Context: an optimization exercise on an open-source flow, tuned for a short achievable clock period and few clock cycles. The choices shown serve that exercise and are no tape-out recipe.
Only simulation tests tie the RTL to the original design; equivalence was not proved.
No activity file was given, so power comes from the tool's default toggle rates.

==> inputs of v25 <==
// stack_cpu
module stack_cpu (
    input  wire        clk,
    input  wire        rst,          
    input  wire [31:0] code_size,    
    output wire [31:0] code_addr,
    input  wire [31:0] code_rdata,
    output wire [1:0]  status,       
    output wire [2:0]  reason,       
    output wire [31:0] pc,
    output wire [4:0]  sp,
    input  wire [3:0]  stk_idx,
    output wire [31:0] stk_data
);
==> flow/config.mk <==
export PLATFORM = sky130hd
export DESIGN_NAME = stack_cpu
export DESIGN_NICKNAME = stack_cpu
export VERILOG_FILES = /design/flow/design.v
export SDC_FILE = /design/flow/constraint.sdc
export NUM_CORES = 4
export LEC_CHECK = 0
export CAP_MARGIN = 20
export CORE_MARGIN = 2
export CORE_UTILIZATION = 40
export PLACE_DENSITY = 0.6
export SLEW_MARGIN = 20
==> flow/constraint.sdc <==
create_clock -name core_clock -period 12.0 [get_ports {clk}]
set_input_delay 2.4000 -clock core_clock [delete_from_list [all_inputs] [get_ports {clk}]]
set_output_delay 2.4000 -clock core_clock [all_outputs]
set_load 0.01 [all_outputs]
standard.sh (not shown) runs the stock make flow with config.mk's settings and CLKGATE_MAP_FILE= SYNTH_SCRIPT=/design/flow/synth_recipe.tcl, a recipe that flattens the netlist after the stock synthesis.
==> flow/flow/run.sh <==
#!/bin/bash
# Layout: the standard ORFS flow (standard.sh: standard synthesis, the
# platform's floorplan, power grid, placement, CTS and routing), with three
# make settings changed in how cells are sized:
#   MATCH_CELL_FOOTPRINT=0  the resizer may swap a cell for any size of it,
#                           not only one with the same footprint;
#   BUFFER_PORTS_ARGS       the buffers it puts on every input and output port
#                           are buf_8 rather than the smallest buffer;
#   SETUP_SLACK_MARGIN=6    repair_timing keeps shortening paths until they
#                           would meet a 6 ns clock (the clock stays 12 ns).
# All of ORFS's output goes to standard_flow.log here; each step's log is
# under orfs/logs.
set -euo pipefail
bash standard.sh MATCH_CELL_FOOTPRINT=0 \
    "BUFFER_PORTS_ARGS=-buffer_cell sky130_fd_sc_hd__buf_8" \
    SETUP_SLACK_MARGIN=6 finish > standard_flow.log 2>&1
==> inputs of v22, as changes to v25 <==
--- a/flow/design.v
+++ b/flow/design.v
@@ -17,24 +17,24 @@
     reg st_op;       
     reg st_imm;      
     reg st_mul2;     
     reg st_divi;     
     reg st_divf;     
     reg st_done;     
     reg st_rf;       
+    reg st_rz;       
     reg [31:0] pc_r;
     reg [31:0] pc1_r;        
     reg [4:0]  sp_r;
     reg [1:0]  status_r;
     reg [2:0]  reason_r;
     reg [31:0] cs_r;
     reg        fovr_r;       
     reg        iovr_r;       
     reg        ceq_r, cgt_r, clt_r;    
-    reg [31:0] as0_r, as1_r;           
     reg [31:0] S [0:DEPTH-1];    
     reg [31:0] A [0:DEPTH-1];    
     always @(posedge clk) cs_r <= code_size;
     wire [31:0] w  = code_rdata;
     wire        hz = ~|w[31:5];
     wire [4:0]  lo = w[4:0];
     wire l_push = (lo == 5'd1);
@@ -66,42 +66,58 @@
     wire commit    = st_op & ~end_now;
     wire a_ok      = hz & ~fovr_r;       
     wire push_over = l_push & ~iovr_r & full;
     wire [2:0] reason_now;
     assign reason_now[2] = fovr_r | (hz & l_push & iovr_r);
     assign reason_now[1] = ~fovr_r & hz & (push_over | under);
     assign reason_now[0] = ~fovr_r & (~valid | push_over);
-    assign status   = st_done ? status_r : (st_op ? {fault_now, halt_now} : 2'd0);
-    assign reason   = st_done ? reason_r : reason_now;
+    reg [31:0] ft;               
+    reg [2:0]  rt [0:31];        
+    integer ko;
+    always @(*) begin
+        for (ko = 0; ko < 32; ko = ko + 1) begin
+            if (ko == 0 || ko > 17) begin
+                ft[ko] = 1'b1; rt[ko] = R_INVALID;
+            end else if (ko == 1) begin
+                ft[ko] = iovr_r | full;
+                rt[ko] = iovr_r ? R_OVERRUN : (full ? R_OVER : R_NONE);
+            end else if ((ko == 2 || ko == 8 || ko == 14 || ko == 15) && sp_lt1) begin
+                ft[ko] = 1'b1; rt[ko] = R_UNDER;
+            end else if (ko >= 3 && ko <= 7 && sp_lt2) begin
+                ft[ko] = 1'b1; rt[ko] = R_UNDER;
+            end else if (ko >= 9 && ko <= 13 && sp_lt3) begin
+                ft[ko] = 1'b1; rt[ko] = R_UNDER;
+            end else begin
+                ft[ko] = 1'b0; rt[ko] = R_NONE;
+            end
+        end
+    end
+    assign status[1] = st_done ? status_r[1] : (st_op & (fovr_r | ~hz | ft[lo]));
+    assign status[0] = st_done ? status_r[0] : (st_op & halt_now);
+    assign reason    = st_done ? reason_r :
+                       (fovr_r ? R_OVERRUN : (~hz ? R_INVALID : rt[lo]));
     assign pc       = pc_r;
     assign sp       = sp_r;
     assign stk_data = A[stk_idx];
-    reg c_true;
-    always @(*) begin
-        case (lo[2:0])
-            3'd1:    c_true = ceq_r;             
-            3'd2:    c_true = cgt_r;             
-            3'd3:    c_true = ~clt_r;            
-            3'd4:    c_true = clt_r;             
-            default: c_true = ~cgt_r;            
-        endcase
-    end
-    wire jump_lo  = l_jmp | l_call | (l_cmp & c_true);
-    wire redirect = st_op & jump_lo;
+    wire [7:0] jt = {1'b1, 1'b1, ~cgt_r, clt_r, ~clt_r, cgt_r, ceq_r, 1'b1};
+    wire [7:0] jt_op = jt & {8{st_op}};
+    wire jump_lo  = ~lo[4] & lo[3] & jt[lo[2:0]];
+    wire redirect = ~lo[4] & lo[3] & jt_op[lo[2:0]];
     wire xw;
-    wire ovl_lo   = (l_push & ~fovr_r & ~iovr_r & ~full) | (l_pop & ~fovr_r);
     wire ovl_push = l_push & hz & ~fovr_r & ~iovr_r & ~full;
     wire ovl_pop  = l_pop & hz & ~fovr_r;
     wire ovl      = xw & (ovl_push | ovl_pop);
-    wire ovl_bad  = xw & ovl_lo & ~hz;       
-    wire        zaddr = st_done | rst;
+    wire ovl_bad  = xw & ~(ovl_push | ovl_pop);    
+    wire        zaddr = st_done | st_rz;
     wire        xcyc  = st_mul2 | st_divi | st_divf | st_rf;
     wire [31:0] seq_a = zaddr ? 32'd0 : (xcyc ? pc_r : pc1_r);
-    wire [31:0] alt_a = zaddr ? 32'd0 : (st_op ? t0 : pc1_r);
-    assign code_addr = (redirect | (xw & ovl_lo)) ? alt_a : seq_a;
+    wire [31:0] tgt_a = zaddr ? 32'd0 : t0;
+    wire [31:0] nxt_a = zaddr ? 32'd0 : pc1_r;
+    wire [31:0] alt_a = st_op ? tgt_a : nxt_a;
+    assign code_addr = (redirect | xw) ? alt_a : seq_a;
     wire [31:0] r_add = t1 + t0;
     wire [31:0] r_sub = t1 - t0;
     wire [31:0] mw_s, mw_c;
     wire mt_1 = (t0[0] & t1[2]) ^ (t0[1] & t1[1]) ^ (t0[2] & t1[0]);
     wire mt_2 = ((t0[0] & t1[2]) & (t0[1] & t1[1])) | ((t0[0] & t1[2]) & (t0[2] & t1[0])) | ((t0[1] & t1[1]) & (t0[2] & t1[0]));
     wire mt_3 = (t0[0] & t1[3]) ^ (t0[1] & t1[2]) ^ (t0[2] & t1[1]);
     wire mt_4 = ((t0[0] & t1[3]) & (t0[1] & t1[2])) | ((t0[0] & t1[3]) & (t0[2] & t1[1])) | ((t0[1] & t1[2]) & (t0[2] & t1[1]));
@@ -1127,16 +1143,16 @@
     assign mw_c[31] = mt_959;
     reg  [31:0] mp_s, mp_c;
     always @(posedge clk) begin
         mp_s <= mw_s;
         mp_c <= mw_c;
     end
     wire [31:0] r_mul = mp_s + mp_c;
-    wire [31:0] ax = as1_r;
-    wire [31:0] ay = as0_r;
+    wire [31:0] ax = t1[31] ? (32'd0 - t1) : t1;
+    wire [31:0] ay = t0[31] ? (32'd0 - t0) : t0;
     wire        dz = (t0 == 32'd0);
     wire [8:0] lt;
     genvar gc;
     generate
         for (gc = 0; gc < 8; gc = gc + 1) begin : g_lt
             assign lt[gc] = ((ax >> (gc * 4)) < ay);
         end
@@ -1307,67 +1323,25 @@
     wire [2:0] psel = sh_push ? 3'd0 : sh_pop1 ? 3'd2 : sh_pop2 ? 3'd3 :
                       sh_pop3 ? 3'd4 : 3'd1;
     always @(posedge clk) begin
         ceq_r <= p_eq[psel];
         cgt_r <= p_gt[psel];
         clt_r <= p_lt[psel];
     end
-    function [31:0] absv(input [31:0] v);
-        absv = v[31] ? (32'd0 - v) : v;
-    endfunction
-    wire [31:0] a_s2 = absv(S[2]);
-    wire [31:0] a_s3 = absv(S[3]);
-    wire [31:0] a_s4 = absv(S[4]);
-    reg  [31:0] top_a;       
-    always @(*) begin
-        if (st_imm)
-            top_a = absv(w);
-        else if (st_mul2)
-            top_a = absv(r_mul);
-        else if (st_divf)
-            top_a = dv_w;
-        else if (st_divi)
-            top_a = dv_mod ? it_w : it_q;
-        else if (lo[3])
-            top_a = absv(pc1_r);
-        else if (l_add)
-            top_a = absv(r_add);
-        else if (l_sub)
-            top_a = absv(r_sub);
-        else
-            top_a = lo[0] ? as1_r : 32'd0;
-    end
-    always @(posedge clk) begin
-        if (new_top)
-            as0_r <= top_a;
-        else if (sh_pop1)
-            as0_r <= as1_r;
-        else if (sh_pop2)
-            as0_r <= a_s2;
-        else if (sh_pop3)
-            as0_r <= a_s3;
-        if (sh_push)
-            as1_r <= as0_r;
-        else if (sh_pop1)
-            as1_r <= a_s2;
-        else if (sh_pop2)
-            as1_r <= a_s3;
-        else if (sh_pop3)
-            as1_r <= a_s4;
-    end
     wire [31:0] pc2  = pc1_r + 32'd1;
     wire [31:0] t0p1 = t0 + 32'd1;
     wire ov_pc1  = pc1_r[31] | (pc1_r >= cs_r);
     wire ov_pc2  = (pc2 >= cs_r);
     wire ov_t0   = t0[31] | (t0 >= cs_r);
     wire ov_t0p1 = (t0p1 >= cs_r);
     wire c_dlong = l_div & ~dz & ~d_small;
     always @(posedge clk) begin
         if (rst) begin
-            st_op    <= 1'b1;
+            st_op    <= st_done;         
+            st_rz    <= ~st_done;
             st_imm   <= 1'b0;
             st_mul2  <= 1'b0;
             st_divi  <= 1'b0;
             st_divf  <= 1'b0;
             st_done  <= 1'b0;
             st_rf    <= 1'b0;
             pc_r     <= 32'd0;
@@ -1420,16 +1394,17 @@
                 st_divf <= 1'b0;
                 st_op   <= 1'b1;
             end
             if (d_last & ~d_fin) begin
                 st_divi <= 1'b0;
                 st_divf <= 1'b1;
             end
-            if (st_rf) begin
+            if (st_rf | st_rz) begin
                 st_rf <= 1'b0;
+                st_rz <= 1'b0;
                 st_op <= 1'b1;
             end
             if (xw) begin
                 st_mul2 <= 1'b0;
                 st_divi <= 1'b0;
                 if (ovl_push)     st_imm <= 1'b1;
                 else if (ovl_bad) st_rf  <= 1'b1;
==> inputs of v36, as changes to v25 <==
--- a/flow/design.v
+++ b/flow/design.v
@@ -17,24 +17,24 @@
     reg st_op;       
     reg st_imm;      
     reg st_mul2;     
     reg st_divi;     
     reg st_divf;     
     reg st_done;     
     reg st_rf;       
+    reg st_rz;       
     reg [31:0] pc_r;
     reg [31:0] pc1_r;        
     reg [4:0]  sp_r;
     reg [1:0]  status_r;
     reg [2:0]  reason_r;
     reg [31:0] cs_r;
     reg        fovr_r;       
     reg        iovr_r;       
     reg        ceq_r, cgt_r, clt_r;    
-    reg [31:0] as0_r, as1_r;           
     reg [31:0] S [0:DEPTH-1];    
     reg [31:0] A [0:DEPTH-1];    
     always @(posedge clk) cs_r <= code_size;
     wire [31:0] w  = code_rdata;
     wire        hz = ~|w[31:5];
     wire [4:0]  lo = w[4:0];
     wire l_push = (lo == 5'd1);
@@ -66,16 +66,39 @@
     wire commit    = st_op & ~end_now;
     wire a_ok      = hz & ~fovr_r;       
     wire push_over = l_push & ~iovr_r & full;
     wire [2:0] reason_now;
     assign reason_now[2] = fovr_r | (hz & l_push & iovr_r);
     assign reason_now[1] = ~fovr_r & hz & (push_over | under);
     assign reason_now[0] = ~fovr_r & (~valid | push_over);
-    assign status   = st_done ? status_r : (st_op ? {fault_now, halt_now} : 2'd0);
-    assign reason   = st_done ? reason_r : reason_now;
+    reg [31:0] ft;               
+    reg [2:0]  rt [0:31];        
+    integer ko;
+    always @(*) begin
+        for (ko = 0; ko < 32; ko = ko + 1) begin
+            if (ko == 0 || ko > 17) begin
+                ft[ko] = 1'b1; rt[ko] = R_INVALID;
+            end else if (ko == 1) begin
+                ft[ko] = iovr_r | full;
+                rt[ko] = iovr_r ? R_OVERRUN : (full ? R_OVER : R_NONE);
+            end else if ((ko == 2 || ko == 8 || ko == 14 || ko == 15) && sp_lt1) begin
+                ft[ko] = 1'b1; rt[ko] = R_UNDER;
+            end else if (ko >= 3 && ko <= 7 && sp_lt2) begin
+                ft[ko] = 1'b1; rt[ko] = R_UNDER;
+            end else if (ko >= 9 && ko <= 13 && sp_lt3) begin
+                ft[ko] = 1'b1; rt[ko] = R_UNDER;
+            end else begin
+                ft[ko] = 1'b0; rt[ko] = R_NONE;
+            end
+        end
+    end
+    assign status[1] = st_done ? status_r[1] : (st_op & (fovr_r | ~hz | ft[lo]));
+    assign status[0] = st_done ? status_r[0] : (st_op & halt_now);
+    assign reason    = st_done ? reason_r :
+                       (fovr_r ? R_OVERRUN : (~hz ? R_INVALID : rt[lo]));
     assign pc       = pc_r;
     assign sp       = sp_r;
     assign stk_data = A[stk_idx];
     reg c_true;
     always @(*) begin
         case (lo[2:0])
             3'd1:    c_true = ceq_r;             
@@ -84,24 +107,25 @@
             3'd4:    c_true = clt_r;             
             default: c_true = ~cgt_r;            
         endcase
     end
     wire jump_lo  = l_jmp | l_call | (l_cmp & c_true);
     wire redirect = st_op & jump_lo;
     wire xw;
-    wire ovl_lo   = (l_push & ~fovr_r & ~iovr_r & ~full) | (l_pop & ~fovr_r);
     wire ovl_push = l_push & hz & ~fovr_r & ~iovr_r & ~full;
     wire ovl_pop  = l_pop & hz & ~fovr_r;
     wire ovl      = xw & (ovl_push | ovl_pop);
-    wire ovl_bad  = xw & ovl_lo & ~hz;       
-    wire        zaddr = st_done | rst;
+    wire ovl_bad  = xw & ~(ovl_push | ovl_pop);    
+    wire        zaddr = st_done | st_rz;
     wire        xcyc  = st_mul2 | st_divi | st_divf | st_rf;
     wire [31:0] seq_a = zaddr ? 32'd0 : (xcyc ? pc_r : pc1_r);
-    wire [31:0] alt_a = zaddr ? 32'd0 : (st_op ? t0 : pc1_r);
-    assign code_addr = (redirect | (xw & ovl_lo)) ? alt_a : seq_a;
+    wire [31:0] tgt_a = zaddr ? 32'd0 : t0;
+    wire [31:0] nxt_a = zaddr ? 32'd0 : pc1_r;
+    wire [31:0] alt_a = st_op ? tgt_a : nxt_a;
+    assign code_addr = (redirect | xw) ? alt_a : seq_a;
     wire [31:0] r_add = t1 + t0;
     wire [31:0] r_sub = t1 - t0;
     wire [31:0] mw_s, mw_c;
     wire mt_1 = (t0[0] & t1[2]) ^ (t0[1] & t1[1]) ^ (t0[2] & t1[0]);
     wire mt_2 = ((t0[0] & t1[2]) & (t0[1] & t1[1])) | ((t0[0] & t1[2]) & (t0[2] & t1[0])) | ((t0[1] & t1[1]) & (t0[2] & t1[0]));
     wire mt_3 = (t0[0] & t1[3]) ^ (t0[1] & t1[2]) ^ (t0[2] & t1[1]);
     wire mt_4 = ((t0[0] & t1[3]) & (t0[1] & t1[2])) | ((t0[0] & t1[3]) & (t0[2] & t1[1])) | ((t0[1] & t1[2]) & (t0[2] & t1[1]));
@@ -1127,16 +1151,16 @@
     assign mw_c[31] = mt_959;
     reg  [31:0] mp_s, mp_c;
     always @(posedge clk) begin
         mp_s <= mw_s;
         mp_c <= mw_c;
     end
     wire [31:0] r_mul = mp_s + mp_c;
-    wire [31:0] ax = as1_r;
-    wire [31:0] ay = as0_r;
+    wire [31:0] ax = t1[31] ? (32'd0 - t1) : t1;
+    wire [31:0] ay = t0[31] ? (32'd0 - t0) : t0;
     wire        dz = (t0 == 32'd0);
     wire [8:0] lt;
     genvar gc;
     generate
         for (gc = 0; gc < 8; gc = gc + 1) begin : g_lt
             assign lt[gc] = ((ax >> (gc * 4)) < ay);
         end
@@ -1307,67 +1331,25 @@
     wire [2:0] psel = sh_push ? 3'd0 : sh_pop1 ? 3'd2 : sh_pop2 ? 3'd3 :
                       sh_pop3 ? 3'd4 : 3'd1;
     always @(posedge clk) begin
         ceq_r <= p_eq[psel];
         cgt_r <= p_gt[psel];
         clt_r <= p_lt[psel];
     end
-    function [31:0] absv(input [31:0] v);
-        absv = v[31] ? (32'd0 - v) : v;
-    endfunction
-    wire [31:0] a_s2 = absv(S[2]);
-    wire [31:0] a_s3 = absv(S[3]);
-    wire [31:0] a_s4 = absv(S[4]);
-    reg  [31:0] top_a;       
-    always @(*) begin
-        if (st_imm)
-            top_a = absv(w);
-        else if (st_mul2)
-            top_a = absv(r_mul);
-        else if (st_divf)
-            top_a = dv_w;
-        else if (st_divi)
-            top_a = dv_mod ? it_w : it_q;
-        else if (lo[3])
-            top_a = absv(pc1_r);
-        else if (l_add)
-            top_a = absv(r_add);
-        else if (l_sub)
-            top_a = absv(r_sub);
-        else
-            top_a = lo[0] ? as1_r : 32'd0;
-    end
-    always @(posedge clk) begin
-        if (new_top)
-            as0_r <= top_a;
-        else if (sh_pop1)
-            as0_r <= as1_r;
-        else if (sh_pop2)
-            as0_r <= a_s2;
-        else if (sh_pop3)
-            as0_r <= a_s3;
-        if (sh_push)
-            as1_r <= as0_r;
-        else if (sh_pop1)
-            as1_r <= a_s2;
-        else if (sh_pop2)
-            as1_r <= a_s3;
-        else if (sh_pop3)
-            as1_r <= a_s4;
-    end
     wire [31:0] pc2  = pc1_r + 32'd1;
     wire [31:0] t0p1 = t0 + 32'd1;
     wire ov_pc1  = pc1_r[31] | (pc1_r >= cs_r);
     wire ov_pc2  = (pc2 >= cs_r);
     wire ov_t0   = t0[31] | (t0 >= cs_r);
     wire ov_t0p1 = (t0p1 >= cs_r);
     wire c_dlong = l_div & ~dz & ~d_small;
     always @(posedge clk) begin
         if (rst) begin
-            st_op    <= 1'b1;
+            st_op    <= st_done;         
+            st_rz    <= ~st_done;
             st_imm   <= 1'b0;
             st_mul2  <= 1'b0;
             st_divi  <= 1'b0;
             st_divf  <= 1'b0;
             st_done  <= 1'b0;
             st_rf    <= 1'b0;
             pc_r     <= 32'd0;
@@ -1420,16 +1402,17 @@
                 st_divf <= 1'b0;
                 st_op   <= 1'b1;
             end
             if (d_last & ~d_fin) begin
                 st_divi <= 1'b0;
                 st_divf <= 1'b1;
             end
-            if (st_rf) begin
+            if (st_rf | st_rz) begin
                 st_rf <= 1'b0;
+                st_rz <= 1'b0;
                 st_op <= 1'b1;
             end
             if (xw) begin
                 st_mul2 <= 1'b0;
                 st_divi <= 1'b0;
                 if (ovl_push)     st_imm <= 1'b1;
                 else if (ovl_bad) st_rf  <= 1'b1;
==> qor summary <==
quantity	v25	v36	v22
Status	finished clean	finished clean	finished clean
Part of the power in combinational logic	67.8%	72.5%	70.0%
Placed cell count	22,766	20,917	20,728
Flip-flop and latch count	1,653	1,590	1,590
Post-synthesis mux area share	3.16%	2.99%	3.04%
Die Span X	626 um	603 um	602 um
Critical path fanouts, max	19	8	11
Clock-pin slew on the worst setup and hold paths	0.05 ns	0.05 ns	0.06 ns
Cell with the most instances on the worst path	sky130_fd_sc_hd__buf_12	sky130_fd_sc_hd__buf_12	-
Adder and majority cell fraction of the synthesized area	16.5%	17.7%	17.8%
Synthesized-area fraction occupied by ao, oa, aoi and oai cells	23.1%	22.3%	22.2%
Wire length of the first global-routing pass	1000 mm	931 mm	894 mm
Die area	392,000 sq um	364,000 sq um	362,000 sq um
Wirelength, routed	710 mm	664 mm	640 mm
Resized Gates After CTS	345	643	735
Slew HR	9.03%	10.9%	12.3%
Combined flip-flop and latch cell area	47,300 sq um	45,500 sq um	45,500 sq um
Area share of buffers outside the clock network	5.30%	6.71%	7.37%
WP buf/inv	6	6	5
Non-CTS buffers	872	1,015	1,136
Clock buffer count from CTS	203	193	195
Testbench counts of v25, summed over its fixed seeds: cycles 32,471.
Testbench counts of v22, summed over its fixed seeds: cycles 32,614.
Testbench counts of v36, summed over its fixed seeds: cycles 32,614.

separate check: timing with driven ports:
The flow's constraints put no driver on any port. The routed layouts listed below were extracted and timed again, unchanged, in two steps. Step 1 assumes that a clkbuf_16 drives the clock port and a buf_2 every other input. Step 2 also shifts input and output timing later by t, the mid clock arrival at the registers, as if the neighbouring blocks saw the same clock. Slacks: ideal ports / drivers / drivers and shift; pairs: ideal ports / drivers.
run	t (ns)	setup WS [ns]	worst data-port slew with drivers (ns)
v25	1.068	4.685 / 4.417 / 4.417	0.89
v22	1.046	5.092 / 4.847 / 4.847	0.62
v36	1.014	5.029 / 4.782 / 4.058	1.05
After both steps every run listed still meets setup and hold. The setup slack of v36, which loses most, moves by -0.247 ns with the drivers and by -0.971 ns with both steps.
